What follows belongs to an exercise in optimizing a design on an open flow for small area, a short achievable clock period and few clock cycles; a production flow would make more cautious choices. Where RTL was checked, it was by simulation tests only, not by an equivalence proof against the original. Only the layout flow was run in runs 1 to 3; the RTL was not checked for function there.

==> flow/design.v (outline; a module is shown in full before it is edited, if it fits) <==
// module zmc_pdiv: 20 lines
// module zmc_mul1: 1351 lines
// module zmc_mul2: 1771 lines
// module zmc_profile: 213 lines
module zmc_profile #(
    parameter PPR = 2000    
) (
    input             clk,
    input             rst,
    input             in_valid,
    output            in_ready,
    input             in_op,
    input      [31:0] in_now,
    input      [15:0] in_start,
    input      [15:0] in_target,
    input      [15:0] in_time,
    input      [15:0] in_tad,
    output reg        out_valid,
    output     [15:0] pos_sp,
    output reg [1:0]  status
);
  // ...
==> flow/run.sh <==
#!/bin/bash
# synth_recipe.tcl (not shown) runs the flow's synth.tcl, then flattens the netlist and writes it again
# the make line also repeats each setting of config.mk as NAME=value (left out here)
make -C /OpenROAD-flow-scripts/flow DESIGN_CONFIG=/design/flow/config.mk WORK_HOME=/design/flow/orfs CLKGATE_MAP_FILE= SYNTH_SCRIPT=/design/flow/synth_recipe.tcl finish
==> flow/config.mk <==
export PLATFORM = sky130hd
export DESIGN_NAME = zmc_profile
export DESIGN_NICKNAME = zmc_profile
export VERILOG_FILES = /design/flow/design.v
export SDC_FILE = /design/flow/constraint.sdc
export NUM_CORES = 4
export LEC_CHECK = 0
export CAP_MARGIN = 20
export CORE_MARGIN = 2
export CORE_UTILIZATION = 40
export PLACE_DENSITY = 0.6
export SLEW_MARGIN = 20
==> flow/constraint.sdc <==
create_clock -name core_clock -period 22.0 [get_ports {clk}]
set_input_delay 4.4000 -clock core_clock [delete_from_list [all_inputs] [get_ports {clk}]]
set_output_delay 4.4000 -clock core_clock [all_outputs]
set_load 0.01 [all_outputs]
==> impl_metrics.json, run 1 <==
{
  "postRouteAntennaNets": 0,
  "track_usage_pct": 18.1,
  "timing.final.ws_setup_ns": 15.91,
  "synth_top_cells_by_area": "dfxtp_1 22%, fa_1 13%, edfxtp_1 11%",
  "antenna_cells": 1,
  "largest_register_ffs": 396,
  "r2r_end": "a_2[8]$_DFF_P_",
  "rsz0062_at_grt": "false",
  "maxCapViolations": 0,
  "synth_ff_type": "dfxtp_1",
  "cts_resized": 0,
  "final_cell_mix": "843 x dfxtp_1, 817 x inv_1, 621 x nand2_1, 617 x ha_1, 479 x fa_1",
  "via_per_inst": 5.27,
  "placed_cells": 10300,
  "regMostFlops": "g_div.r_q",
  "route.met3.wl_um": 6750,
  "synth_top_family_by_area": "adder cells",
  "dp_slack_ns": 16.17,
  "largestRegisters": "g_div.r_q x396, g_div.q_q x66, kd x51",
  "worst_pin_slew_ns": 1.20,
  "crit_path_cell_trace": "clkdlybuf4s50_1",
  "drt_pass1_iterations": 6,
  "outcome": "timing/DRC/antenna clean",
  "grt_pass1_wl_um": 288000
}
==> run 2, diff against run 1 <==
--- a/flow/config.mk
+++ b/flow/config.mk
@@ -6,7 +6,7 @@
 export NUM_CORES = 4
 export LEC_CHECK = 0
-export CAP_MARGIN = 20
+export CAP_MARGIN = 60
 export CORE_MARGIN = 2
-export CORE_UTILIZATION = 40
-export PLACE_DENSITY = 0.6
-export SLEW_MARGIN = 20
+export CORE_UTILIZATION = 55
+export PLACE_DENSITY = 0.7
+export SLEW_MARGIN = 60
==> impl_metrics.json, run 2 <==
{
  "outcome": "timing/DRC/antenna clean",
  "grt_max_degree": 88,
  "design.die.area_um2": 142000,
  "syn_area_per_cell_um2": 9.62,
  "r2r_end": "b_2[14]$_DFF_P_",
  "clk_latency_ns": 0.77,
  "worstHoldPathType": "flip-flop to flip-flop",
  "async_reset_ff_share_pct": 0,
  "largest_register_ffs": 396,
  "grt_pass1_wl_um": 287000,
  "route.met3.wl_um": 6890,
  "reg2reg_depth": 22,
  "crit_fanout": 1,
  "cp_data_arrival_time_ns": 1.66,
  "antenna_found_initial": 1,
  "period_share_pct": 27.5,
  "yosysWarnings": 3,
  "coreArea_um2": 137000,
  "numCtsBuffers": 130,
  "setup_viol": 0,
  "fin_worst_skew_ns": 0.0337,
  "wl_met2_um": 90500,
  "drt_pass1_iterations": 7,
  "area_delta_synth_final_pct": 9.66,
  "netlist_area_um2": 76300,
  "m1WireLength_um": 70800,
  "antenna_cells": 0,
  "port_buffers": 109,
  "largestRegisters": "g_div.r_q x396, g_div.q_q x66, kd x51",
  "synth_ff_type": "dfxtp_1",
  "crit_path_top_delay_cell": "clkdlybuf4s50_1",
  "hold_end": "g_div[9].q_q[9]$_DFF_P_",
  "clk_pin_slew_ns": 0.07,
  "rsz0062_at_grt": "false",
  "track_usage_pct": 24.8,
  "start_kind": "flip-flop",
  "maxCapViolations": 0,
  "ys_seq_elements": 1116,
  "synth-edff-count": 273,
  "drv_slew": 0,
  "cts_max_level": 4,
  "wl_um": 176000,
  "clk_path_buf_depth": 3,
  "io_pins": 120,
  "critPathBufInv": 1,
  "synth_most_common_cell": "dfxtp_1",
  "cts-root-buf": "clkbuf_16",
  "netlist_instances": 7931,
  "top_layer": "met4",
  "start_util_pct": 55.5,
  "fmax_mhz": 165,
  "cts_resized": 0,
  "rr_startpoint": "pT[0]$_DFFE_PP_",
  "grt_pass1_vias": 58600,
  "finalNetCount": 9104,
  "crit_family": "buffers and inverters",
  "drc": 0,
  "end_kind": "output port",
  "required_ns": 17.60,
  "dp_hpwl_um": 139000,
  "synth_top_area_cell": "dfxtp_1",
  "via_per_inst": 5.74,
  "gp_congestion": 0.914,
  "period_minus_slack_ns": 6.06,
  "cts_hold_buf": 0,
  "die_x_um": 376,
  "path_class": "flip-flop to output port",
  "hold_ws_ns": 0.314,
  "synth_top_cell_area_share_pct": 22.1,
  "gr-total-overflow": 0,
  "die_h_um": 376,
  "row_count": 136,
  "timing.reg2reg.setup_slack_ns": 16.81,
  "hold_viol_final": 0,
  "crit_path_cell_trace": "clkdlybuf4s50_1",
  "regMostFlops": "g_div.r_q",
  "worst_pin_slew_ns": 0.626,
  "ys_seq_area_share_pct": 32.9,
  "synth_cell_types": 103,
  "layout_commonest_cell": "inv_1",
  "drt-initial-drc-count": 2960,
  "setup_tns_ns": 0,
  "vias": 56300,
  "clock-sinks": 1116,
  "wl_per_cell_um": 17.9,
  "postRouteAntennaNets": 0,
  "hold_path_depth": 0,
  "synth_top_cells_by_area": "dfxtp_1 22%, fa_1 13%, edfxtp_1 11%",
  "synthTopCellsByCount": "843 x dfxtp_1, 818 x inv_1, 621 x nand2_1",
  "final_cell_mix": "817 x inv_1, 804 x dfxtp_1, 621 x nand2_1, 617 x ha_1, 479 x fa_1",
  "cpPeakStageDelay_ns": 0.58,
  "max_slew_margin_pct": 57.8,
  "hold_start": "g_div[8].q_q[8]$_DFF_P_",
  "layout-drive-gt1-share_pct": 7.03,
  "tritoncts": "yes",
  "postCtsSetupBuffers": 0
}
==> run 2: worst register-to-register path: stages (launching register included) <==
cell,delay (ns)
edfxtp_1,0.39
inv_1,0.10
ha_1,0.17
inv_1,0.05
fa_1,0.40
a21o_1,0.20
a21o_1,0.20
a21oi_1,0.22
o21ai_0,0.18
nand4_1,0.21
nand2_1,0.07
nor2_1,0.11
xnor2_1,0.21
ha_1,0.29
inv_1,0.06
o21ai_0,0.14
o31ai_1,0.49
nand2_1,0.08
or4_1,0.54
nand2_1,0.11
buf_4,0.36
mux2i_1,0.13
a221oi_1,0.37
==> run 2: how the worst max path moves through the flow <==
stage | startpoint | end | slack (ns) | cells past startpoint
5_1_grt | out_valid$_SDFF_PP0_ | out_valid | 15.87 | 1
4_1_cts | out_valid$_SDFF_PP0_ | out_valid | 15.88 | 1
3_3_place_gp | rst | vv[1]$_SDFF_PP0_ | 16.26 | 2
3_5_place_dp | in_valid | rdy_q$_SDFF_PP1_ | 16.66 | 3
2_1_floorplan | rst | nrdy$_SDFF_PP0_ | 17.07 | 2
6_report | out_valid$_SDFF_PP0_ | out_valid | 15.94 | 1
==> run 2: per-layer routing <==
layer	up-vias	track usage [%]
met2	1244	46.1
met3	458	3.38
met1	27400	27.9
li1	27200	-
met4	0	11.6
met5	-	0
==> run 2: final cells by class <==
| type | instances | area (um2) |
|---|---|---|
| Timing Repair Buffer | 174 | 1620 |
| Inverter | 821 | 3080 |
| Clock buffer | 167 | 3630 |
| Fill cell | 11300 | 53800 |
| Multi-Input combinational cell | 5665 | 47100 |
| Tap cell | 1794 | 2240 |
| Sequential cell | 1116 | 25100 |
| Clock inverter | 71 | 832 |
==> run 2: kinds of logic after synthesis <==
logic type / after synthesis / share of synthesized area, %
compound gates: 1618 / 13.6
mux: 517 / 7.02
flops: 1116 / 32.9
simple gates: 2002 / 13.1
xor+xnor: 427 / 4.90
other cells: 1 / 0.00492
buf+inv: 1154 / 5.76
fa+ha+maj: 1096 / 22.7
==> run 2: metrics by stage <==
stage	instance area [um2]	std cells	setup WS (ns)	util (%)
detailed placement	79100	9569	16.66	57.5
global placement	78800	9552	16.26	57.3
global route	83600	9808	15.87	60.8
CTS	83600	9807	15.88	60.8
finish	83600	9808	15.94	60.8
floorplan	76300	7935	17.07	-
==> run 3, diff against run 2 <==
==> flow/flow/run.sh (new file) <==
#!/bin/bash
# The standard layout, with the port buffers made from buf_2 cells instead of
# the default choice (a delay buffer).
set -o pipefail
export BUFFER_PORTS_ARGS="-buffer_cell sky130_fd_sc_hd__buf_2"
bash standard.sh > standard.log 2>&1
==> flow/standard.sh (new file) <==
#!/bin/bash
# synth_recipe.tcl (not shown) runs the flow's synth.tcl, then flattens the netlist and writes it again
# the make line also repeats each setting of config.mk as NAME=value (left out here)
make -C /OpenROAD-flow-scripts/flow DESIGN_CONFIG=/design/flow/config.mk WORK_HOME=/design/flow/orfs CLKGATE_MAP_FILE= SYNTH_SCRIPT=/design/flow/synth_recipe.tcl "${@:-finish}"
removed: flow/run.sh
==> impl_metrics.json, run 3 <==
{
  "period_share_pct": 25.8,
  "cp_common_cell": "nand2_1",
  "path_class": "flip-flop to flip-flop",
  "synth-edff-count": 273,
  "synthTopCellsByCount": "843 x dfxtp_1, 818 x inv_1, 621 x nand2_1",
  "worst_pin_slew_ns": 0.624,
  "tritoncts": "yes",
  "syn_area_per_cell_um2": 9.62,
  "synth_top_cells_by_area": "dfxtp_1 22%, fa_1 13%, edfxtp_1 11%",
  "synth_most_common_cell": "dfxtp_1",
  "via_per_inst": 5.72,
  "numCtsBuffers": 119,
  "grt_max_degree": 125,
  "cts_max_level": 3,
  "cts_hold_buf": 0,
  "n_fill_cell": 11400,
  "port_buffers": 109,
  "crit_fanout": 32,
  "setup_viol": 0,
  "synth_top_cell_area_share_pct": 22.1,
  "grt_pass1_wl_um": 287000,
  "top_layer": "met4",
  "clock-sinks": 1116,
  "finalNetCount": 9092,
  "gp_congestion": 0.902,
  "fmax_mhz": 176,
  "drv_slew": 0,
  "cts-root-buf": "clkbuf_16",
  "largest_register_ffs": 396,
  "start_kind": "flip-flop",
  "startpoint": "pT[0]$_DFFE_PP_",
  "grt_pass1_vias": 58500,
  "postCtsSetupBuffers": 0,
  "synth_cell_types": 103,
  "wl_per_cell_um": 17.9,
  "critPathBufInv": 4,
  "track_usage_pct": 24.8,
  "r2r_end": "a_2[12]$_DFF_P_",
  "row_count": 136,
  "gr-total-overflow": 0,
  "ys_seq_area_share_pct": 32.9,
  "start_util_pct": 55.5,
  "postRouteAntennaNets": 0,
  "largestRegisters": "g_div.r_q x396, g_div.q_q x66, kd x51",
  "crit_path_top_delay_cell": "or4_1",
  "hold_path_depth": 0,
  "rsz0062_at_grt": "false",
  "area_delta_synth_final_pct": 8.61,
  "hold_start": "g_div[1].r_q[1]$_DFF_P_",
  "wl_met2_um": 90200,
  "wl_um": 176000,
  "timing.reg2reg.setup_slack_ns": 16.32,
  "cts_resized": 0,
  "cp_data_arrival_time_ns": 6.33,
  "die_h_um": 376,
  "cpPeakStageDelay_ns": 0.54,
  "layout-drive-gt1-share_pct": 8.16,
  "hold_viol_final": 0,
  "reg2reg_depth": 25,
  "antenna_found_initial": 2,
  "hold_end": "g_div[2].r_q[1]$_DFF_P_",
  "max_slew_margin_pct": 58.0,
  "regMostFlops": "g_div.r_q",
  "synth_ff_type": "dfxtp_1",
  "clk_pin_slew_ns": 0.06,
  "maxCapViolations": 0,
  "drt_pass1_iterations": 6,
  "io_pins": 120,
  "netlist_instances": 7931,
  "synth_top_area_cell": "dfxtp_1",
  "design.die.area_um2": 142000,
  "netlist_area_um2": 76300,
  "setup_tns_ns": 0,
  "worstHoldPathType": "flip-flop to flip-flop",
  "m1WireLength_um": 71200,
  "die_x_um": 376,
  "coreArea_um2": 137000,
  "clk_path_buf_depth": 3,
  "yosysWarnings": 3,
  "layout_commonest_cell": "inv_1",
  "async_reset_ff_share_pct": 0,
  "dp_hpwl_um": 139000,
  "clk_latency_ns": 0.76,
  "final_cell_mix": "817 x inv_1, 800 x dfxtp_1, 621 x nand2_1, 617 x ha_1, 479 x fa_1",
  "ys_seq_elements": 1116,
  "fin_worst_skew_ns": 0.0416,
  "end_kind": "flip-flop",
  "drc": 0,
  "period_minus_slack_ns": 5.68,
  "route.met3.wl_um": 6140,
  "drt-initial-drc-count": 3082,
  "outcome": "timing/DRC/antenna clean",
  "vias": 56000,
  "rr_startpoint": "pT[0]$_DFFE_PP_",
  "crit_family": "compound AO/OA/AOI/OAI gates",
  "required_ns": 22.65
}
-- run 3: changes by cell type in the layout (fill, tap and decap cells not counted), moves of 4 or more --
cell / change
buf_2: +108
clkbuf_1: +16
clkbuf_16: -13
clkdlybuf4s50_1: -108
clkinv_1: -11
clkinv_2: -5
clkinv_4: +4
dfxtp_1: -4
dfxtp_2: +5
diode_2: +6
inv_6: -5
-- run 3: routing by layer --
metal  vias to the layer above  global-route usage (%)
met5                         -                       0
met4                         0                    11.8
met3                       395                    2.79
met2                      1228                    46.2
met1                     27200                    28.0
li1                      27200                       -
-- run 3: layout make-up --
type	instances	area, um2	area share [%]
multi-input cells	5665	47100	56.8
flip-flops and latches	1116	25100	30.3
clock buffers	169	3350	4.04
inverters	821	3080	3.72
well taps	1794	2240	2.71
repair buffers	173	1080	1.30
clock inverters	57	852	1.03
diodes	6	15.0	0.0181
-- run 3: worst register-to-register path: stages, from the launching register on --
cell and delay, ns:
edfxtp_1 0.39, inv_1 0.10, ha_1 0.18, inv_1 0.06, fa_1 0.40, a21o_1 0.20, a21o_1 0.19, a21oi_1 0.21
o21ai_0 0.20, nand4_1 0.21, nand2_1 0.08, nor2_1 0.12, xnor2_1 0.21, ha_1 0.30, inv_1 0.07, o21ai_0 0.18
o2111ai_1 0.30, a21oi_1 0.07, o31ai_1 0.13, nand2_1 0.10, or4_1 0.54, nand2_1 0.08, buf_4 0.35, nand2_1 0.41
o22a_1 0.30, o22a_1 0.19
-- run 3: cells by family after synthesis --
| logic type | synth area share, % |
|---|---|
| simple gates | 13.1 |
| compound gates | 13.6 |
| buf+inv | 5.76 |
| flops | 32.9 |
| fa+ha+maj | 22.7 |
| mux | 7.02 |
| xor+xnor | 4.90 |
| other cells | 0.00492 |
-- run 3: worst max-delay path by stage --
stage	end	slack [ns]	depth (start not counted)
floorplan	nrdy$_SDFF_PP0_	17.07	2
global placement	a_2[8]$_DFF_P_	16.48	25
detailed placement	a_2[8]$_DFF_P_	16.41	25
CTS	out_valid	16.33	1
global route	a_2[12]$_DFF_P_	15.94	25
finish	a_2[12]$_DFF_P_	16.32	25
-- run 3: through the flow --
| step | setup WS (ns) | instances | instance area [um2] | hold slack, ns | utilization (%) |
|---|---|---|---|---|---|
| 2_1_floorplan | 17.07 | 7935 | 76300 | 0.310 | - |
| 3_3_place_gp | 16.48 | 9546 | 78200 | 0.310 | 56.9 |
| 3_5_place_dp | 16.41 | 9565 | 78500 | 0.312 | 57.1 |
| 4_1_cts | 16.33 | 9791 | 82700 | 0.309 | 60.2 |
| 5_1_grt | 15.94 | 9801 | 82900 | 0.315 | 60.3 |
| 6_report | 16.32 | 9801 | 82900 | 0.310 | 60.3 |
==> module zmc_profile, before the edit <==
module zmc_profile #(
    parameter PPR = 2000    
) (
    input             clk,
    input             rst,
    input             in_valid,
    output            in_ready,
    input             in_op,
    input      [31:0] in_now,
    input      [15:0] in_start,
    input      [15:0] in_target,
    input      [15:0] in_time,
    input      [15:0] in_tad,
    output reg        out_valid,
    output     [15:0] pos_sp,
    output reg [1:0]  status
);
    localparam K_MOV = 3'b000, K_DEC = 3'b010, K_DRV = 3'b100;
    localparam K_CMP = 3'b011, K_REJ = 3'b001, K_IDL = 3'b101;
    localparam integer F = 17;
    reg         rdy_q, nrdy;
    assign in_ready = rdy_q;
    wire        acc = in_valid && !nrdy;
    reg         v0, op0;
    reg  [31:0] now0;
    reg  [15:0] tgt0, tim0, tad0;
    reg  [10:0] st0;
    reg         active, cb;
    reg  [31:0] t0;
    reg  [15:0] pT;
    reg  [14:0] pA;
    reg  [10:0] pStartN, pEN;         
    reg  [10:0] pStart, pE, pD;
    reg  [30:0] den0, den1;
    reg  [F:1]  vv, bk, bkn;
    reg  [2:0]  kd [1:F];
    wire [F:1]  drv;
    genvar g;
    generate
        for (g = 1; g <= F; g = g + 1) begin : g_drv
            assign drv[g] = kd[g][2] && !kd[g][0];
        end
    endgenerate
    wire        rej   = ({1'b0, tim0} <= {tad0, 1'b0});
    wire [31:0] t     = now0 - t0;
    wire [15:0] t16   = t[15:0];
    wire        fin   = (t[31:16] != 16'd0) || (t16 >= pT);
    wire        dflight = |(vv[F-1:1] & drv[F-1:1]);
    wire        dnr0    = v0 && op0 && !rej;
    wire        hold0   = dnr0 && dflight;
    wire        adv0    = v0 && !hold0;
    reg  [2:0]  k_s1;
    always @* begin
        if (op0)          k_s1 = rej ? K_REJ : K_DRV;
        else if (!active) k_s1 = K_IDL;
        else if (fin)     k_s1 = K_CMP;
        else              k_s1 = K_MOV;
    end
    wire        bk_s1 = op0 ? !cb : cb;
    wire [11:0] e_s = {1'b0, tgt0[10:0]} + {2'b00, tgt0[15:11], 5'd0}
                    + {3'b000, tgt0[15:11], 4'd0};
    wire [10:0] e_m = (e_s >= 12'd2000) ? e_s - 12'd2000 : e_s[10:0];
    reg  [15:0] t16_1;
    wire [15:0] u    = pT - t16_1;
    wire        ph_a = (t16_1 < {1'b0, pA});
    wire        ph_d = (u < {1'b0, pA});
    wire [16:0] tw   = {t16_1, 1'b0} - {2'b00, pA};
    wire [15:0] tma  = pT - {1'b0, pA};
    wire [14:0] ks   = (pA == 15'd0) ? 15'd1 : pA;
    reg  [14:0] a1;
    reg  [16:0] b1;
    always @* begin
        if (kd[1][2])  begin a1 = ks;          b1 = {tma, 1'b0};          end
        else if (ph_a) begin a1 = t16_1[14:0]; b1 = {2'b00, t16_1[14:0]}; end
        else if (ph_d) begin a1 = u[14:0];     b1 = {2'b00, u[14:0]};     end
        else           begin a1 = ks;          b1 = tw;                   end
    end
    wire [2:0]  k_s2 = (kd[1] == K_MOV && !ph_a && ph_d) ? K_DEC : kd[1];
    reg  [14:0] a_2;
    reg  [16:0] b_2;
    wire [30:0] m1s, m1c;
    zmc_mul1 u_mul1 (.a(a_2), .b(b_2), .s(m1s), .c(m1c));
    reg  [30:0] m1s_3, m1c_3;
    wire [30:0] prod = m1s_3 + m1c_3;
    wire [11:0] dsub = {1'b0, pEN} - {1'b0, pStartN};
    wire [10:0] d_n  = dsub[11] ? dsub[10:0] + 11'd2000 : dsub[10:0];
    reg  [30:0] p_4;
    wire [10:0] deff = drv[4] ? 11'd0 : pD;
    wire [41:0] m2s, m2c;
    zmc_mul2 u_mul2 (.a(deff), .b(p_4), .s(m2s), .c(m2c));
    reg  [41:0] m2s_5, m2c_5;
    wire [41:0] nn = m2s_5 + m2c_5;
    wire [41:0] rs [0:11];
    wire [10:0] qs [0:11];
    reg  [41:0] n_6;
    assign rs[0] = n_6;
    assign qs[0] = 11'd0;
    genvar s;
    generate
        for (s = 0; s < 11; s = s + 1) begin : g_div
            localparam J = 10 - s;
            wire [J+30:0] ro;
            wire          qb;
            wire [30:0]   dn = {bkn[6+s] ? den0[30:16] : den1[30:16],
                                bk[6+s]  ? den1[15:0]  : den0[15:0]};
            zmc_pdiv #(.J(J)) u_step (
                .rem_in(rs[s][J+31:0]), .den(dn), .rem_out(ro), .qbit(qb)
            );
            reg [J+30:0] r_q;
            reg [10-J:0] q_q;
            wire [10-J:0] qn;
            if (J < 10) begin : g_qn
                assign qn = {qs[s][10:J+1], qb};
            end else begin : g_qn0
                assign qn = qb;
            end
            always @(posedge clk) begin
                r_q <= ro;
                q_q <= qn;
            end
            assign rs[s+1] = {{(11-J){1'b0}}, r_q};
            if (J > 0) begin : g_q
                assign qs[s+1] = {q_q, {J{1'b0}}};
            end else begin : g_q0
                assign qs[s+1] = q_q;
            end
        end
    endgenerate
    wire [30:0] rfin = rs[11][30:0];
    wire        zqF  = kd[F][2] || kd[F][0];
    wire        decF = kd[F][1];
    wire [10:0] qe   = zqF ? 11'd0 : qs[11];
    wire        nze  = !zqF && (rfin != 31'd0);
    wire [10:0] base = decF ? pE : (drv[F] ? pStartN : pStart);
    wire [12:0] sdn  = {2'b00, base} - {2'b00, qe} - {12'd0, nze};
    wire [12:0] sup  = {2'b00, base} + {2'b00, qe};
    wire [12:0] sdm  = sdn[12] ? sdn + 13'd2000 : sdn;
    wire [12:0] sum  = (sup >= 13'd2000) ? sup - 13'd2000 : sup;
    wire [10:0] posn = decF ? sdm[10:0] : sum[10:0];
    reg  [10:0] pos_q;
    assign pos_sp = {5'd0, pos_q};
    wire dfl_next = (adv0 && dnr0) || |(vv[F-2:1] & drv[F-2:1]);
    integer k;
    always @(posedge clk) begin
        if (!nrdy) begin
            op0  <= in_op;
            now0 <= in_now;
            tgt0 <= in_target;
            st0  <= in_start[10:0];
            tim0 <= in_time;
            tad0 <= in_tad;
        end
        if (v0 && op0) begin
            t0   <= now0;
            pT   <= tim0;
            pA   <= tad0[14:0];
        end
        if (adv0 && dnr0) begin
            pStartN <= st0;
            pEN     <= e_m;
        end
        t16_1 <= t16;
        a_2   <= a1;
        b_2   <= b1;
        m1s_3 <= m1s;
        m1c_3 <= m1c;
        p_4   <= prod;
        m2s_5 <= m2s;
        m2c_5 <= m2c;
        n_6   <= nn;
        if (vv[3] && drv[3]) begin
            if (bk[3]) den1 <= prod;
            else       den0 <= prod;
            pD <= d_n;
        end
        if (vv[F] && drv[F]) begin
            pStart <= pStartN;
            pE     <= pEN;
        end
        pos_q  <= posn;
        status <= {kd[F][0] && !kd[F][1], kd[F][0] && (kd[F][1] || kd[F][2])};
        for (k = F; k >= 3; k = k - 1) begin
            kd[k]  <= kd[k-1];
            bk[k]  <= bk[k-1];
            bkn[k] <= bkn[k-1];
        end
        kd[2]  <= k_s2;
        bk[2]  <= bk[1];
        bkn[2] <= bkn[1];
        kd[1]  <= k_s1;
        bk[1]  <= bk_s1;
        bkn[1] <= !bk_s1;
        if (adv0 && dnr0) cb <= !cb;
        if (rst) begin
            rdy_q     <= 1'b1;
            nrdy      <= 1'b0;
            v0        <= 1'b0;
            vv        <= {F{1'b0}};
            out_valid <= 1'b0;
            active    <= 1'b0;
        end else begin
            v0 <= acc || hold0;
            vv <= {vv[F-1:1], adv0};
            out_valid <= vv[F];
            if (adv0) begin
                if (op0) active <= !rej;
                else if (active && fin) active <= 1'b0;
            end
            rdy_q <= !(((acc && in_op) || hold0) && dfl_next);
            nrdy  <= ((acc && in_op) || hold0) && dfl_next;
        end
    end
endmodule
==> run 4, diff against run 3 <==
--- a/flow/design.v
+++ b/flow/design.v
@@ -3158,10 +3158,13 @@
     output reg [1:0]  status
 );
-    localparam K_MOV = 3'b000, K_DEC = 3'b010, K_DRV = 3'b100;
-    localparam K_CMP = 3'b011, K_REJ = 3'b001, K_IDL = 3'b101;
+    localparam S_MOVING   = 2'd0;
+    localparam S_COMPLETE = 2'd1;
+    localparam S_REJECTED = 2'd2;
+    localparam S_NOPROF   = 2'd3;
+    localparam SEL_CRU = 2'd0, SEL_ACC = 2'd1, SEL_DEC = 2'd2, SEL_DRV = 2'd3;
     localparam integer F = 17;
-    reg         rdy_q, nrdy;
+    reg         rdy_q;
     assign in_ready = rdy_q;
-    wire        acc = in_valid && !nrdy;
+    wire        acc = in_valid && rdy_q;
     reg         v0, op0;
     reg  [31:0] now0;
@@ -3170,53 +3173,66 @@
     reg         active, cb;
     reg  [31:0] t0;
-    reg  [15:0] pT;
+    reg  [15:0] pT, pTmA;
     reg  [14:0] pA;
     reg  [10:0] pStartN, pEN;         
     reg  [10:0] pStart, pE, pD;
     reg  [30:0] den0, den1;
-    reg  [F:1]  vv, bk, bkn;
-    reg  [2:0]  kd [1:F];
-    wire [F:1]  drv;
-    genvar g;
-    generate
-        for (g = 1; g <= F; g = g + 1) begin : g_drv
-            assign drv[g] = kd[g][2] && !kd[g][0];
-        end
-    endgenerate
+    reg  [F:1]  vv, drv, bk, dcc, zq;
+    reg  [1:0]  stt [1:F];
+    wire [16:0] tdiff = {1'b0, tim0} - {1'b0, tad0};           
     wire        rej   = ({1'b0, tim0} <= {tad0, 1'b0});
     wire [31:0] t     = now0 - t0;
     wire [15:0] t16   = t[15:0];
     wire        fin   = (t[31:16] != 16'd0) || (t16 >= pT);
+    wire        ph_a  = (t16 < {1'b0, pA});
+    wire        ph_d  = (t16 > pTmA);
     wire        dflight = |(vv[F-1:1] & drv[F-1:1]);
     wire        dnr0    = v0 && op0 && !rej;
     wire        hold0   = dnr0 && dflight;
     wire        adv0    = v0 && !hold0;
-    reg  [2:0]  k_s1;
+    reg  [1:0]  sel_s1, st_s1;
+    reg         dec_s1, zq_s1, bk_s1;
     always @* begin
-        if (op0)          k_s1 = rej ? K_REJ : K_DRV;
-        else if (!active) k_s1 = K_IDL;
-        else if (fin)     k_s1 = K_CMP;
-        else              k_s1 = K_MOV;
+        sel_s1 = SEL_CRU;
+        bk_s1  = cb;
+        st_s1  = S_MOVING;
+        dec_s1 = 1'b0;
+        zq_s1  = 1'b0;
+        if (op0) begin
+            sel_s1 = SEL_DRV;
+            bk_s1  = !cb;
+            zq_s1  = 1'b1;
+            if (rej) st_s1 = S_REJECTED;
+        end else if (!active) begin
+            st_s1 = S_NOPROF;
+        end else if (fin) begin
+            st_s1  = S_COMPLETE;
+            dec_s1 = 1'b1;
+            zq_s1  = 1'b1;
+        end else if (ph_a) begin
+            sel_s1 = SEL_ACC;
+        end else if (ph_d) begin
+            sel_s1 = SEL_DEC;
+            dec_s1 = 1'b1;
+        end
     end
-    wire        bk_s1 = op0 ? !cb : cb;
     wire [11:0] e_s = {1'b0, tgt0[10:0]} + {2'b00, tgt0[15:11], 5'd0}
                     + {3'b000, tgt0[15:11], 4'd0};
     wire [10:0] e_m = (e_s >= 12'd2000) ? e_s - 12'd2000 : e_s[10:0];
     reg  [15:0] t16_1;
-    wire [15:0] u    = pT - t16_1;
-    wire        ph_a = (t16_1 < {1'b0, pA});
-    wire        ph_d = (u < {1'b0, pA});
-    wire [16:0] tw   = {t16_1, 1'b0} - {2'b00, pA};
-    wire [15:0] tma  = pT - {1'b0, pA};
-    wire [14:0] ks   = (pA == 15'd0) ? 15'd1 : pA;
+    reg  [1:0]  sel_1;
+    wire [15:0] u  = pT - t16_1;
+    wire [16:0] tw = {t16_1, 1'b0} - {2'b00, pA};
+    wire [14:0] ks = (pA == 15'd0) ? 15'd1 : pA;
     reg  [14:0] a1;
     reg  [16:0] b1;
     always @* begin
-        if (kd[1][2])  begin a1 = ks;          b1 = {tma, 1'b0};          end
-        else if (ph_a) begin a1 = t16_1[14:0]; b1 = {2'b00, t16_1[14:0]}; end
-        else if (ph_d) begin a1 = u[14:0];     b1 = {2'b00, u[14:0]};     end
-        else           begin a1 = ks;          b1 = tw;                   end
+        case (sel_1)
+            SEL_ACC: begin a1 = t16_1[14:0]; b1 = {2'b00, t16_1[14:0]}; end
+            SEL_DEC: begin a1 = u[14:0];     b1 = {2'b00, u[14:0]};     end
+            SEL_DRV: begin a1 = ks;          b1 = {pTmA, 1'b0};         end
+            default: begin a1 = ks;          b1 = tw;                   end
+        endcase
     end
-    wire [2:0]  k_s2 = (kd[1] == K_MOV && !ph_a && ph_d) ? K_DEC : kd[1];
     reg  [14:0] a_2;
     reg  [16:0] b_2;
@@ -3244,6 +3260,5 @@
             wire [J+30:0] ro;
             wire          qb;
-            wire [30:0]   dn = {bkn[6+s] ? den0[30:16] : den1[30:16],
-                                bk[6+s]  ? den1[15:0]  : den0[15:0]};
+            wire [30:0]   dn = bk[6+s] ? den1 : den0;
             zmc_pdiv #(.J(J)) u_step (
                 .rem_in(rs[s][J+31:0]), .den(dn), .rem_out(ro), .qbit(qb)
@@ -3251,13 +3266,7 @@
             reg [J+30:0] r_q;
             reg [10-J:0] q_q;
-            wire [10-J:0] qn;
-            if (J < 10) begin : g_qn
-                assign qn = {qs[s][10:J+1], qb};
-            end else begin : g_qn0
-                assign qn = qb;
-            end
             always @(posedge clk) begin
                 r_q <= ro;
-                q_q <= qn;
+                q_q <= {qs[s][10:J+1], qb};
             end
             assign rs[s+1] = {{(11-J){1'b0}}, r_q};
@@ -3270,14 +3279,12 @@
     endgenerate
     wire [30:0] rfin = rs[11][30:0];
-    wire        zqF  = kd[F][2] || kd[F][0];
-    wire        decF = kd[F][1];
-    wire [10:0] qe   = zqF ? 11'd0 : qs[11];
-    wire        nze  = !zqF && (rfin != 31'd0);
-    wire [10:0] base = decF ? pE : (drv[F] ? pStartN : pStart);
+    wire [10:0] qe   = zq[F] ? 11'd0 : qs[11];
+    wire        nze  = !zq[F] && (rfin != 31'd0);
+    wire [10:0] base = dcc[F] ? pE : (drv[F] ? pStartN : pStart);
     wire [12:0] sdn  = {2'b00, base} - {2'b00, qe} - {12'd0, nze};
     wire [12:0] sup  = {2'b00, base} + {2'b00, qe};
     wire [12:0] sdm  = sdn[12] ? sdn + 13'd2000 : sdn;
     wire [12:0] sum  = (sup >= 13'd2000) ? sup - 13'd2000 : sup;
-    wire [10:0] posn = decF ? sdm[10:0] : sum[10:0];
+    wire [10:0] posn = dcc[F] ? sdm[10:0] : sum[10:0];
     reg  [10:0] pos_q;
     assign pos_sp = {5'd0, pos_q};
@@ -3285,5 +3292,5 @@
     integer k;
     always @(posedge clk) begin
-        if (!nrdy) begin
+        if (rdy_q) begin
             op0  <= in_op;
             now0 <= in_now;
@@ -3297,4 +3304,5 @@
             pT   <= tim0;
             pA   <= tad0[14:0];
+            pTmA <= tdiff[15:0];
         end
         if (adv0 && dnr0) begin
@@ -3303,4 +3311,5 @@
         end
         t16_1 <= t16;
+        sel_1 <= sel_s1;
         a_2   <= a1;
         b_2   <= b1;
@@ -3321,20 +3330,20 @@
         end
         pos_q  <= posn;
-        status <= {kd[F][0] && !kd[F][1], kd[F][0] && (kd[F][1] || kd[F][2])};
-        for (k = F; k >= 3; k = k - 1) begin
-            kd[k]  <= kd[k-1];
+        status <= stt[F];
+        for (k = F; k >= 2; k = k - 1) begin
+            stt[k] <= stt[k-1];
+            dcc[k] <= dcc[k-1];
+            zq[k]  <= zq[k-1];
+            drv[k] <= drv[k-1];
             bk[k]  <= bk[k-1];
-            bkn[k] <= bkn[k-1];
         end
-        kd[2]  <= k_s2;
-        bk[2]  <= bk[1];
-        bkn[2] <= bkn[1];
-        kd[1]  <= k_s1;
+        stt[1] <= st_s1;
+        dcc[1] <= dec_s1;
+        zq[1]  <= zq_s1;
+        drv[1] <= dnr0;
         bk[1]  <= bk_s1;
-        bkn[1] <= !bk_s1;
         if (adv0 && dnr0) cb <= !cb;
         if (rst) begin
             rdy_q     <= 1'b1;
-            nrdy      <= 1'b0;
             v0        <= 1'b0;
             vv        <= {F{1'b0}};
@@ -3350,5 +3359,4 @@
             end
             rdy_q <= !(((acc && in_op) || hold0) && dfl_next);
-            nrdy  <= ((acc && in_op) || hold0) && dfl_next;
         end
     end
==> flow/run.sh (new file) <==
#!/bin/bash
# synth_recipe.tcl (not shown) runs the flow's synth.tcl, then flattens the netlist and writes it again
# the make line also repeats each setting of config.mk as NAME=value (left out here)
make -C /OpenROAD-flow-scripts/flow DESIGN_CONFIG=/design/flow/config.mk WORK_HOME=/design/flow/orfs CLKGATE_MAP_FILE= SYNTH_SCRIPT=/design/flow/synth_recipe.tcl finish
--- a/flow/config.mk
+++ b/flow/config.mk
@@ -6,7 +6,7 @@
 export NUM_CORES = 4
 export LEC_CHECK = 0
-export CAP_MARGIN = 60
+export CAP_MARGIN = 20
 export CORE_MARGIN = 2
-export CORE_UTILIZATION = 55
-export PLACE_DENSITY = 0.7
-export SLEW_MARGIN = 60
+export CORE_UTILIZATION = 40
+export PLACE_DENSITY = 0.6
+export SLEW_MARGIN = 20
removed: flow/flow/run.sh
removed: flow/standard.sh
==> impl_metrics.json, run 4 <==
{
  "outcome": "timing/DRC/antenna clean",
  "tritoncts": "yes",
  "die_x_um": 440,
  "wl_um": 170000,
  "worst_pin_slew_ns": 1.12,
  "clk_path_buf_depth": 3,
  "synth_most_common_cell": "dfxtp_1",
  "cts_max_level": 4,
  "area_delta_synth_final_pct": 10.3,
  "grt_max_degree": 62,
  "die_h_um": 440,
  "track_usage_pct": 17.6,
  "synth_top_area_cell": "dfxtp_1",
  "ys_seq_elements": 1151,
  "clk_pin_slew_ns": 0.06,
  "synth_cell_types": 84,
  "layout-drive-gt1-share_pct": 5.25,
  "synth-edff-count": 289,
  "dpl-instance-area_um2": 79500,
  "postRouteAntennaNets": 0,
  "rsz0062_at_grt": "false",
  "syn_area_per_cell_um2": 9.63,
  "cpPeakStageDelay_ns": 0.65,
  "period_minus_slack_ns": 6.49,
  "io_pins": 120,
  "design.die.area_um2": 194000,
  "clk_latency_ns": 0.79,
  "async_reset_ff_share_pct": 0,
  "dp_hpwl_um": 133000,
  "cp_data_arrival_time_ns": 2.10,
  "antenna_found_initial": 2,
  "row_count": 160,
  "drv_slew": 0,
  "synth_top_cell_area_share_pct": 22.7,
  "grt_pass1_vias": 56300,
  "setup_viol": 0,
  "vias": 54000,
  "period_share_pct": 29.5,
  "start_kind": "flip-flop",
  "maxCapViolations": 0,
  "drc": 0,
  "path_class": "flip-flop to output port",
  "fin_worst_skew_ns": 0.0276,
  "grt_pass1_wl_um": 280000,
  "via_per_inst": 5.15,
  "n_fill_cell": 17800,
  "crit_path_top_delay_cell": "dfxtp_4",
  "wl_per_cell_um": 16.2,
  "required_ns": 17.60,
  "cts_resized": 0,
  "netlist_instances": 7911,
  "fin_area_um2": 84000,
  "end_kind": "output port",
  "layout_commonest_cell": "dfxtp_1",
  "seqCellArea_um2": 26000,
  "postCtsSetupBuffers": 0,
  "crit_path_cell_trace": "clkdlybuf4s50_1",
  "numCtsBuffers": 135,
  "clock-sinks": 1151,
  "drt_pass1_iterations": 5,
  "setup_tns_ns": 0,
  "coreArea_um2": 190000,
  "largest_register_ffs": 396,
  "finalNetCount": 9071,
  "worstHoldPathType": "flip-flop to flip-flop",
  "synthTopCellsByCount": "862 x dfxtp_1, 839 x inv_1, 660 x nand2_1",
  "stdcell_count": 10500,
  "port_buffers": 109,
  "crit_fanout": 30,
  "max_slew_margin_pct": 25.7,
  "fmax_mhz": 154,
  "placed_cells": 10200,
  "synth_ff_type": "dfxtp_1",
  "cts-root-buf": "clkbuf_16",
  "hold_ws_ns": 0.320,
  "cts_hold_buf": 0,
  "start_util_pct": 40.2,
  "gp_congestion": 0.903,
  "final_cell_mix": "850 x dfxtp_1, 838 x inv_1, 660 x nand2_1, 622 x ha_1, 479 x fa_1",
  "netlist_area_um2": 76200,
  "drt-initial-drc-count": 2596,
  "yosysWarnings": 5,
  "gr-total-overflow": 0,
  "critPathBufInv": 1,
  "crit_family": "flip-flops",
  "synth_top_cells_by_area": "dfxtp_1 23%, fa_1 13%, edfxtp_1 11%",
  "multiInputGateArea_um2": 45900,
  "ys_seq_area_share_pct": 34.1,
  "hold_viol_final": 0,
  "largestRegisters": "g_div.r_q x396, g_div.q_q x66, n_6 x42",
  "regMostFlops": "g_div.r_q"
}
-- run 4: cell count changes after synthesis, sizes merged, moves of 20 or more --
cell,delta
inv,+20
a21oi,+35
o22a,-21
nor3,-20
nand2,+39
and2,+208
mux2,-58
and3,-220
xor2,+38
-- run 4: metrics by stage --
step	setup WS, ns	util [%]
final	15.51	44.3
after floorplan	15.24	-
after global routing	15.37	44.3
after global placement	16.08	41.9
after detailed placement	16.08	41.9
after CTS	15.37	44.3
-- run 4: cell type report --
class	count	area share (%)
multi-input cells	5597	54.6
flip-flops and latches	1151	30.9
clock buffers	177	4.41
inverters	841	3.76
well taps	2511	3.74
repair buffers	144	1.61
clock inverters	70	0.974
diodes	2	0.00596
-- run 4: per-layer routing --
| layer | share of wire [%] | global-route usage (%) | wire, um | up-vias |
|---|---|---|---|---|
| met1 | 44 | 21.2 | 74400 | 26000 |
| met3 | 3.7 | 2.53 | 6260 | 330 |
| met2 | 50 | 31.8 | 84100 | 994 |
| met4 | 2.9 | 6.05 | 4980 | 0 |
| met5 | 0 | 0 | 0 | - |
| li1 | - | - | - | 26700 |
-- run 4: worst paths after layout --
path / to / slack (ns) / cells past startpoint / start
max: in_ready / 15.51 / 1 / rdy_q$_SDFF_PP1_
min: g_div[5].q_q[4]$_DFF_P_ / 0.32 / 0 / g_div[4].q_q[3]$_DFF_P_
max reg2reg: g_div[3].r_q[11]$_DFF_P_ / 16.12 / 15 / bk[8]$_DFF_P_
min reg2reg: g_div[5].q_q[4]$_DFF_P_ / 0.32 / 0 / g_div[4].q_q[3]$_DFF_P_
-- run 4: cells by family (layout without fill, tap and decap cells) --
logic type      count (synthesis)  count (layout)  synth area share, %
compound gates               1584            1584                 13.1
xor+xnor                      449             449                 5.16
fa+ha+maj                    1101            1101                 22.8
buf+inv                      1167            1232                 5.80
flops                        1151            1151                 34.1
mux                           452             452                 6.08
other cells                     1               7              0.00492
simple gates                 2006            2006                 13.0
Testbench counts of run 4, summed over its fixed seeds: cycles 12,327.
==> module zmc_pdiv, before the edit <==
module zmc_pdiv #(
    parameter J = 0               
) (
    input  [J+31:0] rem_in,
    input  [30:0]   den,
    output [J+30:0] rem_out,      
    output          qbit
);
    wire [31:0] top  = rem_in[J+31:J];
    wire [32:0] diff = {1'b0, top} - {2'b00, den};
    assign qbit = !diff[32];
    wire [30:0] ntop = qbit ? diff[30:0] : top[30:0];
    generate
        if (J > 0) begin : g_lo
            assign rem_out = {ntop, rem_in[J-1:0]};
        end else begin : g_nolo
            assign rem_out = ntop;
        end
    endgenerate
endmodule
==> run 5, diff against run 4 <==
--- a/flow/design.v
+++ b/flow/design.v
@@ -1,21 +1,22 @@
-module zmc_pdiv #(
-    parameter J = 0               
-) (
-    input  [J+31:0] rem_in,
-    input  [30:0]   den,
-    output [J+30:0] rem_out,      
-    output          qbit
+module zmc_pdiv (
+    input  [32:0] ws,
+    input  [32:0] wc,
+    input         bi,           
+    input  [30:0] dn,
+    output [32:0] ws_o,
+    output [32:0] wc_o,
+    output        qp,           
+    output        qn            
 );
-    wire [31:0] top  = rem_in[J+31:J];
-    wire [32:0] diff = {1'b0, top} - {2'b00, den};
-    assign qbit = !diff[32];
-    wire [30:0] ntop = qbit ? diff[30:0] : top[30:0];
-    generate
-        if (J > 0) begin : g_lo
-            assign rem_out = {ntop, rem_in[J-1:0]};
-        end else begin : g_nolo
-            assign rem_out = ntop;
-        end
-    endgenerate
+    wire [3:0]  e  = ws[32:29] + wc[32:29];    
+    assign qp = !e[3];
+    assign qn = e[3] && (e != 4'b1111);
+    wire [32:0] ys = {ws[31:0], bi};
+    wire [32:0] yc = {wc[31:0], 1'b0};
+    wire [32:0] d  = {2'b00, dn};
+    wire [32:0] op = ({33{qp}} & ~d) | ({33{qn}} & d);
+    wire [32:0] mj = (ys & yc) | (ys & op) | (yc & op);
+    assign ws_o = ys ^ yc ^ op;
+    assign wc_o = {mj[31:0], qp};               
 endmodule
 module zmc_mul1 (
@@ -3158,17 +3159,15 @@
     output reg [1:0]  status
 );
-    localparam S_MOVING   = 2'd0;
-    localparam S_COMPLETE = 2'd1;
-    localparam S_REJECTED = 2'd2;
-    localparam S_NOPROF   = 2'd3;
-    localparam SEL_CRU = 2'd0, SEL_ACC = 2'd1, SEL_DEC = 2'd2, SEL_DRV = 2'd3;
-    localparam integer F = 17;
-    reg         rdy_q;
+    localparam K_MOV = 3'b000, K_DEC = 3'b010, K_DRV = 3'b100;
+    localparam K_CMP = 3'b011, K_REJ = 3'b001, K_IDL = 3'b101;
+    localparam integer F = 13;
+    reg         rdy_q, nrdy;
     assign in_ready = rdy_q;
-    wire        acc = in_valid && rdy_q;
+    wire        acc = in_valid && !nrdy;
     reg         v0, op0;
-    reg  [31:0] now0;
-    reg  [15:0] tgt0, tim0, tad0;
-    reg  [10:0] st0;
+    reg  [31:0] now0;                 
+    reg  [15:0] tim0, tad0;
+    wire [15:0] tgt0 = now0[31:16];
+    wire [10:0] st0  = now0[10:0];
     reg         active, cb;
     reg  [31:0] t0;
@@ -3177,8 +3176,15 @@
     reg  [10:0] pStartN, pEN;         
     reg  [10:0] pStart, pE, pD;
-    reg  [30:0] den0, den1;
-    reg  [F:1]  vv, drv, bk, dcc, zq;
-    reg  [1:0]  stt [1:F];
-    wire [16:0] tdiff = {1'b0, tim0} - {1'b0, tad0};           
+    reg  [29:0] dn0, dn1;             
+    reg  [4:0]  lz0, lz1;
+    reg  [F:1]  vv, bk, bkn;
+    reg  [2:0]  kd [1:F];
+    wire [F:1]  drv;
+    genvar g;
+    generate
+        for (g = 1; g <= F; g = g + 1) begin : g_drv
+            assign drv[g] = kd[g][2] && !kd[g][0];
+        end
+    endgenerate
     wire        rej   = ({1'b0, tim0} <= {tad0, 1'b0});
     wire [31:0] t     = now0 - t0;
@@ -3187,52 +3193,34 @@
     wire        ph_a  = (t16 < {1'b0, pA});
     wire        ph_d  = (t16 > pTmA);
+    wire [15:0] tdiff = tim0 - tad0;                           
     wire        dflight = |(vv[F-1:1] & drv[F-1:1]);
     wire        dnr0    = v0 && op0 && !rej;
     wire        hold0   = dnr0 && dflight;
     wire        adv0    = v0 && !hold0;
-    reg  [1:0]  sel_s1, st_s1;
-    reg         dec_s1, zq_s1, bk_s1;
+    reg  [2:0]  k_s1;
     always @* begin
-        sel_s1 = SEL_CRU;
-        bk_s1  = cb;
-        st_s1  = S_MOVING;
-        dec_s1 = 1'b0;
-        zq_s1  = 1'b0;
-        if (op0) begin
-            sel_s1 = SEL_DRV;
-            bk_s1  = !cb;
-            zq_s1  = 1'b1;
-            if (rej) st_s1 = S_REJECTED;
-        end else if (!active) begin
-            st_s1 = S_NOPROF;
-        end else if (fin) begin
-            st_s1  = S_COMPLETE;
-            dec_s1 = 1'b1;
-            zq_s1  = 1'b1;
-        end else if (ph_a) begin
-            sel_s1 = SEL_ACC;
-        end else if (ph_d) begin
-            sel_s1 = SEL_DEC;
-            dec_s1 = 1'b1;
-        end
+        if (op0)          k_s1 = rej ? K_REJ : K_DRV;
+        else if (!active) k_s1 = K_IDL;
+        else if (fin)     k_s1 = K_CMP;
+        else              k_s1 = K_MOV;
     end
+    wire        bk_s1 = op0 ? !cb : cb;
     wire [11:0] e_s = {1'b0, tgt0[10:0]} + {2'b00, tgt0[15:11], 5'd0}
                     + {3'b000, tgt0[15:11], 4'd0};
     wire [10:0] e_m = (e_s >= 12'd2000) ? e_s - 12'd2000 : e_s[10:0];
     reg  [15:0] t16_1;
-    reg  [1:0]  sel_1;
-    wire [15:0] u  = pT - t16_1;
-    wire [16:0] tw = {t16_1, 1'b0} - {2'b00, pA};
-    wire [14:0] ks = (pA == 15'd0) ? 15'd1 : pA;
+    reg         pha_1, phd_1;
+    wire [15:0] u    = pT - t16_1;
+    wire [16:0] tw   = {t16_1, 1'b0} - {2'b00, pA};
+    wire [14:0] ks   = (pA == 15'd0) ? 15'd1 : pA;
     reg  [14:0] a1;
     reg  [16:0] b1;
     always @* begin
-        case (sel_1)
-            SEL_ACC: begin a1 = t16_1[14:0]; b1 = {2'b00, t16_1[14:0]}; end
-            SEL_DEC: begin a1 = u[14:0];     b1 = {2'b00, u[14:0]};     end
-            SEL_DRV: begin a1 = ks;          b1 = {pTmA, 1'b0};         end
-            default: begin a1 = ks;          b1 = tw;                   end
-        endcase
+        if (kd[1][2])   begin a1 = ks;          b1 = {pTmA, 1'b0};         end
+        else if (pha_1) begin a1 = t16_1[14:0]; b1 = {2'b00, t16_1[14:0]}; end
+        else if (phd_1) begin a1 = u[14:0];     b1 = {2'b00, u[14:0]};     end
+        else            begin a1 = ks;          b1 = tw;                   end
     end
+    wire [2:0]  k_s2 = (kd[1] == K_MOV && !pha_1 && phd_1) ? K_DEC : kd[1];
     reg  [14:0] a_2;
     reg  [16:0] b_2;
@@ -3241,50 +3229,106 @@
     reg  [30:0] m1s_3, m1c_3;
     wire [30:0] prod = m1s_3 + m1c_3;
+    reg  [30:0] p_4;
+    wire [31:0] lx = {p_4, 1'b1};
+    wire [7:0]  lg;                           
+    wire [1:0]  ll [0:7];                     
+    genvar g4;
+    generate
+        for (g4 = 0; g4 < 8; g4 = g4 + 1) begin : g_lz
+            wire [3:0] nb = lx[4*g4+3:4*g4];
+            assign lg[g4] = |nb;
+            assign ll[g4] = nb[3] ? 2'd0 : nb[2] ? 2'd1 : nb[1] ? 2'd2 : 2'd3;
+        end
+    endgenerate
+    wire        li2 = |lg[7:4];
+    wire        li1 = li2 ? |lg[7:6] : |lg[3:2];
+    wire        li0 = li2 ? (li1 ? lg[7] : lg[5]) : (li1 ? lg[3] : lg[1]);
+    wire [1:0]  lsel = ll[{li2, li1, li0}];
+    wire [4:0]  lzp  = {~li2, ~li1, ~li0, lsel};
+    wire [4:0]  amt  = drv[4] ? lzp : (bk[4] ? lz1 : lz0);
+    wire [30:0] pn   = p_4 << amt;
     wire [11:0] dsub = {1'b0, pEN} - {1'b0, pStartN};
     wire [10:0] d_n  = dsub[11] ? dsub[10:0] + 11'd2000 : dsub[10:0];
-    reg  [30:0] p_4;
-    wire [10:0] deff = drv[4] ? 11'd0 : pD;
+    reg  [30:0] pn_5;
+    wire [10:0] deff = drv[5] ? 11'd0 : pD;
     wire [41:0] m2s, m2c;
-    zmc_mul2 u_mul2 (.a(deff), .b(p_4), .s(m2s), .c(m2c));
-    reg  [41:0] m2s_5, m2c_5;
-    wire [41:0] nn = m2s_5 + m2c_5;
-    wire [41:0] rs [0:11];
-    wire [10:0] qs [0:11];
-    reg  [41:0] n_6;
-    assign rs[0] = n_6;
-    assign qs[0] = 11'd0;
+    zmc_mul2 u_mul2 (.a(deff), .b(pn_5), .s(m2s), .c(m2c));
+    reg  [41:0] m2s_6, m2c_6;
+    wire [41:0] nn = m2s_6 + m2c_6;
+    wire [32:0] ws_a [0:11];
+    wire [32:0] wc_a [0:11];
+    wire [10:0] nb_a [0:11];
+    wire [10:0] qp_a [0:11];
+    wire [10:0] qn_a [0:11];
+    assign ws_a[0] = {2'b00, nn[41:11]};
+    assign wc_a[0] = 33'd0;
+    assign nb_a[0] = nn[10:0];
+    assign qp_a[0] = 11'd0;
+    assign qn_a[0] = 11'd0;
     genvar s;
     generate
-        for (s = 0; s < 11; s = s + 1) begin : g_div
-            localparam J = 10 - s;
-            wire [J+30:0] ro;
-            wire          qb;
-            wire [30:0]   dn = bk[6+s] ? den1 : den0;
-            zmc_pdiv #(.J(J)) u_step (
-                .rem_in(rs[s][J+31:0]), .den(dn), .rem_out(ro), .qbit(qb)
+        for (s = 0; s < 11; s = s + 1) begin : g_srt
+            localparam J  = 10 - s;           
+            localparam RI = (s == 0) ? 6 : 7 + (s - 1) / 2;    
+            wire [30:0] dn = {1'b1, bkn[RI] ? dn0[29:15] : dn1[29:15],
+                                    bk[RI]  ? dn1[14:0]  : dn0[14:0]};
+            wire [32:0] wso, wco;
+            wire        qpb, qnb;
+            zmc_pdiv u_step (
+                .ws(ws_a[s]), .wc(wc_a[s]), .bi(nb_a[s][J]), .dn(dn),
+                .ws_o(wso), .wc_o(wco), .qp(qpb), .qn(qnb)
             );
-            reg [J+30:0] r_q;
-            reg [10-J:0] q_q;
-            always @(posedge clk) begin
-                r_q <= ro;
-                q_q <= {qs[s][10:J+1], qb};
-            end
-            assign rs[s+1] = {{(11-J){1'b0}}, r_q};
-            if (J > 0) begin : g_q
-                assign qs[s+1] = {q_q, {J{1'b0}}};
-            end else begin : g_q0
-                assign qs[s+1] = q_q;
+            wire [10:0] qpn = qp_a[s] | ({10'd0, qpb} << J);
+            wire [10:0] qnn = qn_a[s] | ({10'd0, qnb} << J);
+            if ((s % 2) == 0) begin : g_r
+                reg [32:0] ws_q, wc_q;
+                reg [10:0] nb_q, qp_q, qn_q;
+                always @(posedge clk) begin
+                    ws_q <= wso;
+                    wc_q <= wco;
+                    nb_q <= nb_a[s];
+                    qp_q <= qpn;
+                    qn_q <= qnn;
+                end
+                assign ws_a[s+1] = ws_q;
+                assign wc_a[s+1] = wc_q;
+                assign nb_a[s+1] = nb_q;
+                assign qp_a[s+1] = qp_q;
+                assign qn_a[s+1] = qn_q;
+            end else begin : g_w
+                assign ws_a[s+1] = wso;
+                assign wc_a[s+1] = wco;
+                assign nb_a[s+1] = nb_a[s];
+                assign qp_a[s+1] = qpn;
+                assign qn_a[s+1] = qnn;
             end
         end
     endgenerate
-    wire [30:0] rfin = rs[11][30:0];
-    wire [10:0] qe   = zq[F] ? 11'd0 : qs[11];
-    wire        nze  = !zq[F] && (rfin != 31'd0);
-    wire [10:0] base = dcc[F] ? pE : (drv[F] ? pStartN : pStart);
-    wire [12:0] sdn  = {2'b00, base} - {2'b00, qe} - {12'd0, nze};
-    wire [12:0] sup  = {2'b00, base} + {2'b00, qe};
-    wire [12:0] sdm  = sdn[12] ? sdn + 13'd2000 : sdn;
-    wire [12:0] sum  = (sup >= 13'd2000) ? sup - 13'd2000 : sup;
-    wire [10:0] posn = dcc[F] ? sdm[10:0] : sum[10:0];
+    wire [32:0] rws  = ws_a[11], rwc = wc_a[11];      
+    wire [32:0] rsum = rws + rwc;
+    wire [30:0] dnf  = {1'b1, bkn[12] ? dn0[29:15] : dn1[29:15],
+                              bk[12]  ? dn1[14:0]  : dn0[14:0]};
+    wire [32:0] dz   = {2'b00, dnf};
+    wire [32:0] ts   = rws ^ rwc ^ dz;
+    wire [32:0] tc   = {((rws & rwc) | (rws & dz) | (rwc & dz)), 1'b0} ;
+    wire        z0   = ((rws ^ rwc) == {(rws[31:0] | rwc[31:0]), 1'b0});
+    wire        zd   = ((ts ^ tc) == {(ts[31:0] | tc[31:0]), 1'b0});
+    wire        rneg = rsum[32];
+    wire [10:0] qs   = qp_a[11] - qn_a[11];
+    reg         neg_13, nz_13;
+    reg  [10:0] qs_13;
+    wire        zqF  = kd[F][2] || kd[F][0];
+    wire        decF = kd[F][1];
+    wire [10:0] qe   = zqF ? 11'd0 : qs_13;
+    wire        ng   = !zqF && neg_13;
+    wire        nze  = !zqF && nz_13;
+    wire [10:0] base = decF ? pE : (drv[F] ? pStartN : pStart);
+    wire [12:0] qx   = decF ? ~{2'b00, qe} : {2'b00, qe};
+    wire [12:0] cx   = decF ? {11'd0, ng, !ng && !nze} - {12'd0, ng && nze}
+                            : {13{ng}};
+    wire [12:0] sv   = {2'b00, base} + qx + cx;       
+    wire [12:0] svp  = sv + 13'd2000;
+    wire [12:0] svm  = sv - 13'd2000;
+    wire [10:0] posn = sv[12] ? svp[10:0] : (!svm[12] ? svm[10:0] : sv[10:0]);
     reg  [10:0] pos_q;
     assign pos_sp = {5'd0, pos_q};
@@ -3292,17 +3336,15 @@
     integer k;
     always @(posedge clk) begin
-        if (rdy_q) begin
+        if (!nrdy) begin
             op0  <= in_op;
-            now0 <= in_now;
-            tgt0 <= in_target;
-            st0  <= in_start[10:0];
+            now0 <= in_op ? {in_target, 5'd0, in_start[10:0]} : in_now;
             tim0 <= in_time;
             tad0 <= in_tad;
         end
+        if (acc && in_op) t0 <= in_now;
         if (v0 && op0) begin
-            t0   <= now0;
             pT   <= tim0;
             pA   <= tad0[14:0];
-            pTmA <= tdiff[15:0];
+            pTmA <= tdiff;
         end
         if (adv0 && dnr0) begin
@@ -3311,5 +3353,6 @@
         end
         t16_1 <= t16;
-        sel_1 <= sel_s1;
+        pha_1 <= ph_a;
+        phd_1 <= ph_d;
         a_2   <= a1;
         b_2   <= b1;
@@ -3317,10 +3360,13 @@
         m1c_3 <= m1c;
         p_4   <= prod;
-        m2s_5 <= m2s;
-        m2c_5 <= m2c;
-        n_6   <= nn;
-        if (vv[3] && drv[3]) begin
-            if (bk[3]) den1 <= prod;
-            else       den0 <= prod;
+        pn_5  <= pn;
+        m2s_6 <= m2s;
+        m2c_6 <= m2c;
+        neg_13 <= rneg;
+        nz_13  <= rneg ? !zd : !z0;
+        qs_13  <= qs;
+        if (vv[4] && drv[4]) begin
+            if (bk[4]) begin dn1 <= pn[29:0]; lz1 <= amt; end
+            else       begin dn0 <= pn[29:0]; lz0 <= amt; end
             pD <= d_n;
         end
@@ -3330,20 +3376,20 @@
         end
         pos_q  <= posn;
-        status <= stt[F];
-        for (k = F; k >= 2; k = k - 1) begin
-            stt[k] <= stt[k-1];
-            dcc[k] <= dcc[k-1];
-            zq[k]  <= zq[k-1];
-            drv[k] <= drv[k-1];
+        status <= {kd[F][0] && !kd[F][1], kd[F][0] && (kd[F][1] || kd[F][2])};
+        for (k = F; k >= 3; k = k - 1) begin
+            kd[k]  <= kd[k-1];
             bk[k]  <= bk[k-1];
+            bkn[k] <= bkn[k-1];
         end
-        stt[1] <= st_s1;
-        dcc[1] <= dec_s1;
-        zq[1]  <= zq_s1;
-        drv[1] <= dnr0;
+        kd[2]  <= k_s2;
+        bk[2]  <= bk[1];
+        bkn[2] <= bkn[1];
+        kd[1]  <= k_s1;
         bk[1]  <= bk_s1;
+        bkn[1] <= !bk_s1;
         if (adv0 && dnr0) cb <= !cb;
         if (rst) begin
             rdy_q     <= 1'b1;
+            nrdy      <= 1'b0;
             v0        <= 1'b0;
             vv        <= {F{1'b0}};
@@ -3359,4 +3405,5 @@
             end
             rdy_q <= !(((acc && in_op) || hold0) && dfl_next);
+            nrdy  <= ((acc && in_op) || hold0) && dfl_next;
         end
     end
==> flow/flow/run.sh (new file) <==
#!/bin/bash
# The standard layout, with the port buffers made from buf_2 cells instead of
# the default choice (a delay buffer).
set -o pipefail
export BUFFER_PORTS_ARGS="-buffer_cell sky130_fd_sc_hd__buf_2"
bash standard.sh > standard.log 2>&1
==> flow/standard.sh (new file) <==
#!/bin/bash
# synth_recipe.tcl (not shown) runs the flow's synth.tcl, then flattens the netlist and writes it again
# the make line also repeats each setting of config.mk as NAME=value (left out here)
make -C /OpenROAD-flow-scripts/flow DESIGN_CONFIG=/design/flow/config.mk WORK_HOME=/design/flow/orfs CLKGATE_MAP_FILE= SYNTH_SCRIPT=/design/flow/synth_recipe.tcl "${@:-finish}"
--- a/flow/config.mk
+++ b/flow/config.mk
@@ -6,7 +6,7 @@
 export NUM_CORES = 4
 export LEC_CHECK = 0
-export CAP_MARGIN = 20
+export CAP_MARGIN = 60
 export CORE_MARGIN = 2
-export CORE_UTILIZATION = 40
-export PLACE_DENSITY = 0.6
-export SLEW_MARGIN = 20
+export CORE_UTILIZATION = 55
+export PLACE_DENSITY = 0.7
+export SLEW_MARGIN = 60
removed: flow/run.sh
==> impl_metrics.json, run 5 <==
{
  "crit_path_cell_trace": "buf_2",
  "wl_per_cell_um": 18.8,
  "die_h_um": 364,
  "n_fill_cell": 10500,
  "path_class": "flip-flop to output port",
  "gr-total-overflow": 0,
  "finalNetCount": 7839,
  "synth_cell_types": 86,
  "via_per_inst": 5.35,
  "area_delta_synth_final_pct": 9.42,
  "netlist_instances": 6454,
  "port_buffers": 109,
  "async_reset_ff_share_pct": 0,
  "row_count": 132,
  "cpPeakStageDelay_ns": 0.38,
  "gr-usage-met1_pct": 30.3,
  "final_cell_mix": "972 x inv_1, 828 x fa_1, 794 x dfxtp_1, 568 x mux2i_1, 440 x ha_1",
  "clk_path_buf_depth": 3,
  "syn_area_per_cell_um2": 11.1,
  "clk_pin_slew_ns": 0.06,
  "start_util_pct": 55.3,
  "design.die.area_um2": 133000,
  "r2r_end": "kd[1][0]$_DFF_P_",
  "crit_fanout": 1,
  "setup_viol": 0,
  "cts-root-buf": "clkbuf_16",
  "outcome": "timing/DRC/antenna clean",
  "fin_worst_skew_ns": 0.0683,
  "drt_pass1_iterations": 5,
  "grt_use_met3_pct": 3.10,
  "ys_seq_area_share_pct": 34.8,
  "tritoncts": "yes",
  "use_met2_pct": 42.4,
  "fmax_mhz": 177,
  "coreArea_um2": 129000,
  "postRouteAntennaNets": 0,
  "synth_top_cell_area_share_pct": 23.5,
  "cts_hold_buf": 0,
  "clk_latency_ns": 0.74,
  "startpoint": "rdy_q$_SDFF_PP1_",
  "grt_pass1_vias": 47600,
  "timing.reg2reg.setup_slack_ns": 16.47,
  "regMostFlops": "g_srt.g_r.ws_q",
  "setup_tns_ns": 0,
  "antenna_found_initial": 1,
  "yosysWarnings": 3,
  "drt-initial-drc-count": 2633,
  "layout_commonest_cell": "inv_1",
  "vias": 44500,
  "drv_slew": 0,
  "track_usage_pct": 24.1,
  "largest_register_ffs": 197,
  "hold_viol_final": 0,
  "synthTopCellsByCount": "974 x inv_1, 839 x dfxtp_1, 828 x fa_1",
  "synth-edff-count": 270,
  "maxCapViolations": 0,
  "period_minus_slack_ns": 5.66,
  "hold_start": "g_srt[0].g_r.nb_q[3]$_DFF_P_",
  "cts_max_level": 3,
  "worstHoldPathType": "flip-flop to flip-flop",
  "postCtsSetupBuffers": 0,
  "cp_data_arrival_time_ns": 1.26,
  "drc": 0,
  "die_x_um": 364,
  "synth_top_cells_by_area": "dfxtp_1 24%, fa_1 23%, edfxtp_1 11%",
  "worst_pin_slew_ns": 0.617,
  "grt_pass1_wl_um": 254000,
  "reg2reg_depth": 22,
  "timing.final.ws_setup_ns": 16.34,
  "wl_um": 156000,
  "dp_slack_ns": 15.94,
  "critPathBufInv": 1,
  "seqCellArea_um2": 25000,
  "end_kind": "output port",
  "path_depth": 1,
  "rr_startpoint": "now0[0]$_DFFE_PN_",
  "cts_resized": 0,
  "required_ns": 17.60,
  "dp_hpwl_um": 124000,
  "io_pins": 120,
  "ys_seq_elements": 1109,
  "antenna_cells": 0,
  "multiInputGateArea_um2": 42300,
  "grt_max_degree": 134,
  "rsz0062_at_grt": "false",
  "synth_top_area_cell": "dfxtp_1",
  "synth_ff_type": "dfxtp_1",
  "largestRegisters": "g_srt.g_r.ws_q x197, g_srt.g_r.wc_q x196, m2s_6 x41",
  "synth_most_common_cell": "inv_1",
  "crit_path_top_delay_cell": "dfxtp_1",
  "netlist_area_um2": 71500,
  "max_slew_margin_pct": 58.9,
  "layout-drive-gt1-share_pct": 8.83,
  "endpoint": "in_ready",
  "period_share_pct": 25.7,
  "start_kind": "flip-flop",
  "crit_family": "flip-flops",
  "clock-sinks": 1109,
  "grt-busiest-layer": "met2",
  "gp_congestion": 0.887,
  "numCtsBuffers": 116
}
[run 5: cell count changes after synthesis, sizes merged, moves of 193 or more]
cell	before	now
a21oi	456	169
and3	42	241
nor2	350	157
nand2	660	378
mux2i	369	568
and2	427	197
o21ai	423	144
fa	479	828
[run 5: cells by family after synthesis]
| group | after synthesis | synth area share, % |
|---|---|---|
| DFF | 1109 | 34.8 |
| AOI/OAI and AO/OA | 649 | 5.87 |
| other | 1 | 0.00525 |
| muxes | 645 | 9.18 |
| xor gates and xnor gates | 278 | 3.41 |
| and+or+nand+nor | 1260 | 9.18 |
| buffers and inverters | 1244 | 6.62 |
| adders and majority gates | 1268 | 30.9 |
[run 5: final cells by class]
cell class              count  share of cell area (%)
clock inverters            65                    1.10
multi-input cells        4105                    54.0
well taps                1742                    2.79
repair buffers            163                    1.33
flip-flops and latches   1109                    31.9
inverters                 976                    4.68
clock buffers             153                    4.14
[run 5: routing by layer]
layer	wire length, um	part of all wire [%]
met4	6300	4.0
met1	66400	43
met3	5940	3.8
met5	0	0
met2	77200	50
[run 5: worst min path at each step]
stage | depth (start not counted) | to | slack (ns)
floorplan | 0 | bk[1]$_DFF_P_ | 0.31
global placement | 0 | g_srt[6].g_r.qp_q[7]$_DFF_P_ | 0.31
detailed placement | 0 | g_srt[0].g_r.nb_q[0]$_DFF_P_ | 0.31
CTS | 0 | g_srt[2].g_r.nb_q[5]$_DFF_P_ | 0.29
global route | 0 | g_srt[2].g_r.nb_q[3]$_DFF_P_ | 0.30
finish | 0 | g_srt[2].g_r.nb_q[3]$_DFF_P_ | 0.29
[run 5: stage by stage]
step	area, um2	instances	utilization [%]	hold slack (ns)
detailed placement	74000	8091	57.3	0.312
floorplan	71500	6458	-	0.310
global route	78200	8313	60.5	0.301
finish	78200	8313	60.5	0.288
global placement	73400	8066	56.9	0.310
CTS	78100	8309	60.5	0.285
Testbench counts of run 5, summed over its fixed seeds: cycles 12,218.

re-timing with driven ports:
How much do the figures lean on ideal ports? The routed layouts below were timed once more, with nothing changed but the port constraints. Step 1 sets driving cells, clkbuf_16 on the clock port and buf_2 on the other inputs (assumed; they add their load-dependent delay and slew). Step 2 also shifts input and output timing later by t, the mid clock arrival at the registers, as if the neighbouring blocks saw the same clock. Slacks: ideal ports / drivers / drivers and shift; pairs: ideal ports / drivers.
run	t (ns)	slack for setup (ns)	worst setup path at the end
run 1	0.848	15.910 / 15.829 / 16.152	input to register
run 2	0.834	15.941 / 15.863 / 16.632	input to register
run 3	0.814	16.320 / 16.320 / 16.320	register to register
run 4	0.854	15.505 / 15.425 / 16.045	input to register
run 5	0.782	16.338 / 16.267 / 15.961	input to register
After both steps setup and hold are still met in every run listed. The setup slack of run 5, which loses most, moves by -0.071 ns with the drivers and by -0.377 ns with both steps.
